What follows belongs to an exercise in optimizing a design on an open flow for small area, a short achievable clock period and few clock cycles; a production flow would make more cautious choices. Only simulation tests tie the RTL to the original design; equivalence was not proved.

Design bu_lane, start of the top module:
module bu_lane (
    input  wire        clk,
    input  wire        rst,
    input  wire        half,
    input  wire [4:0]  cfg_log2n,
    input  wire [10:0] cfg_pixel_size,
    input  wire [15:0] cfg_curve_count,
    input  wire [9:0]  cfg_iter_count,
    input  wire [3:0]  cfg_red_shift,
    input  wire [31:0] cfg_idx_scale,
    input  wire [31:0] cfg_da1,
    input  wire [31:0] cfg_da2,
    input  wire [31:0] cfg_a1_start,
    input  wire [31:0] cfg_a2_start,
    input  wire        start,
    input  wire [31:0] time_in,
    output reg         busy,
    output reg         lut_rd,
    output reg  [16:0] lut_addr,
    input  wire [31:0] lut_data,
    output reg         smp_valid,
    input  wire        smp_ready,
    output reg  [31:0] smp_x,
    output reg  [31:0] smp_y,
    output reg  [5:0]  smp_colour,
    output reg         smp_in_range,
    output reg  [9:0]  smp_row,
    output reg  [9:0]  smp_col,
    output reg         smp_num
);
    localparam [3:0] S_IDLE  = 4'd0,
                     S_INIT1 = 4'd1,
                     S_INIT2 = 4'd2,
                     S_C0    = 4'd3,
                     S_C1    = 4'd4,
                     S_C2    = 4'd5,
                     S_C3    = 4'd6,
                     S_C4    = 4'd7,
                     S_C5    = 4'd8,
                     S_C6    = 4'd9,
                     S_C7    = 4'd10,
                     S_C8    = 4'd11,
                     S_C9    = 4'd12,
                     S_DRAIN = 4'd13;
    localparam [2:0] D_NONE = 3'd0, D_X = 3'd1, D_Y = 3'd2, D_S = 3'd3,
                     D_A1 = 3'd4, D_A2 = 3'd5;
    localparam [1:0] M_NONE = 2'd0, M_IA = 2'd1, M_IB = 2'd2;
    reg [3:0]  state;
  ...
Size in the first run: about 7200 cells after synthesis, ~500 flip-flops, ~390 I/O pins, about 52000 um^2 of cells after synthesis.
export LEC_CHECK = 0
export ABC_AREA = 1
export CAP_MARGIN = 20
export CORE_MARGIN = 2
export CORE_UTILIZATION = 40
export PLACE_DENSITY = 0.6
export SLEW_MARGIN = 20
export TNS_END_PERCENT = 20
create_clock -name core_clock -period 25.0 [get_ports {clk}]
standard.sh (not shown) runs the stock make flow with config.mk's settings and CLKGATE_MAP_FILE= SYNTH_SCRIPT=/design/flow/synth_recipe.tcl, a recipe that flattens the netlist after the stock synthesis.
==> flow/flow/run.sh <==
#!/bin/bash
set -euo pipefail
bash standard.sh SETUP_SLACK_MARGIN=18 finish > flow_make.log 2>&1
Testbench counts at the start, summed over its fixed seeds: cycles 1,173,256.
Next try:
--- a/flow/design.v
+++ b/flow/design.v
@@ -457,48 +457,46 @@
                 default: ;
             endcase
             case (state)
                 S_IDLE: begin
                     log2n     <= cfg_log2n;
                     red_shift <= cfg_red_shift;
                     pix       <= cfg_pixel_size;
                     half_hi <= half ? cfg_curve_count : {1'b0, cfg_curve_count[15:1]};
                     sc_sign <= cfg_idx_scale[31];
-                    sc_exp  <= {2'b0, cfg_idx_scale[30:23]};
-                    sc_sig  <= {1'b0, cfg_idx_scale[22:0]};
+                    sc_nan  <= (cfg_idx_scale[30:23] == 8'hFF) && (cfg_idx_scale[22:0] != 0);
+                    if (cfg_idx_scale[30:23] == 8'hFF) begin
+                        sc_exp <= 10'd255;
+                        sc_sig <= 24'h800000;
+                    end else if (cfg_idx_scale[30:0] == 0) begin
+                        sc_exp <= 10'h200;
+                        sc_sig <= 24'h800000;
+                    end else if (cfg_idx_scale[30:23] == 8'h00) begin
+                        sc_exp <= 10'd1;
+                        sc_sig <= {1'b0, cfg_idx_scale[22:0]};
+                    end else begin
+                        sc_exp <= {2'b0, cfg_idx_scale[30:23]};
+                        sc_sig <= {1'b1, cfg_idx_scale[22:0]};
+                    end
                     i    <= half ? {1'b0, cfg_curve_count[15:1]} : 16'd0;
                     a1   <= time_in;
                     a2   <= time_in;
                     s    <= cfg_a1_start;
                     da2r <= cfg_a2_start;
-                    asel    <= A_A1;
-                    bsel    <= B_S;
-                    add_ext <= 1'b0;
                     if (start && cfg_curve_count != 0) begin
                         busy  <= 1'b1;
-                        state <= S_INIT1;
+                        asel    <= A_A1;
+                        bsel    <= B_S;
+                        add_ext <= 1'b0;
+                        state   <= S_INIT1;
                     end
                 end
                 S_INIT1: begin
-                    sc_nan <= (sc_exp[7:0] == 8'hFF) && (sc_sig[22:0] != 0);
-                    if (sc_exp[7:0] == 8'hFF) begin
-                        sc_exp <= 10'd255;
-                        sc_sig <= 24'h800000;
-                    end else if (sc_exp[7:0] == 8'h00 && sc_sig[22:0] == 0) begin
-                        sc_exp <= 10'h200;
-                        sc_sig <= 24'h800000;
-                    end else if (sc_exp[7:0] == 8'h00) begin
-                        sc_exp <= 10'd1;
-                        sc_sig <= {1'b0, sc_sig[22:0]};
-                    end else begin
-                        sc_exp <= sc_exp;
-                        sc_sig <= {1'b1, sc_sig[22:0]};
-                    end
                     ctr_e <= ctr_w[30:23];
                     ctr_f <= ctr_w[22:13];
                     if (cfg_iter_count == 0) begin
                         busy  <= 1'b0;
                         state <= S_IDLE;
                     end else begin
                         asel    <= A_A2;
                         bsel    <= B_DA2;
                         add_ext <= 1'b0;
Synthesized area shrinks by 1.2%.
Routed wire length grows by 0.47%.
Clock skew shrinks by 0.0076 ns.
Via count shrinks by 0.95%.
Sequential cell count does not change.
Die area shrinks by 1.2%.
Design area shrinks by 1.2%.
Count of clock-buffer cells in the layout shrinks by 2.
Global-route usage grows by 0.97 points.
Testbench counts after the change, summed over its fixed seeds: cycles 1,173,256.

static timing again, ports no longer ideal:
The results above use ideal ports. As a check the final layouts listed here were re-extracted and re-timed, cells and wires unchanged.
Step 1, drivers: a clkbuf_16 drives clk and a buf_2 each remaining input, both assumed.
Step 2 also shifts input and output timing later by t, the mid clock arrival at the registers, as if the neighbouring blocks saw the same clock.
a / b / c = no drivers / after step 1 / after step 2; a / b = the first two.
run | t, ns | slack for setup (ns) | hold WS [ns] | worst setup path after step 2
the first run | 0.742 | 17.907 / 17.818 / 17.353 | 0.455 / 0.455 / 0.455 | input to register
the second run | 0.780 | 17.618 / 17.680 / 16.900 | 0.479 / 0.479 / 0.479 | input to register
After both steps every run listed still meets setup and hold. For the second run, which loses most, drivers alone change the setup slack by +0.062 ns; drivers and shift together by -0.718 ns.
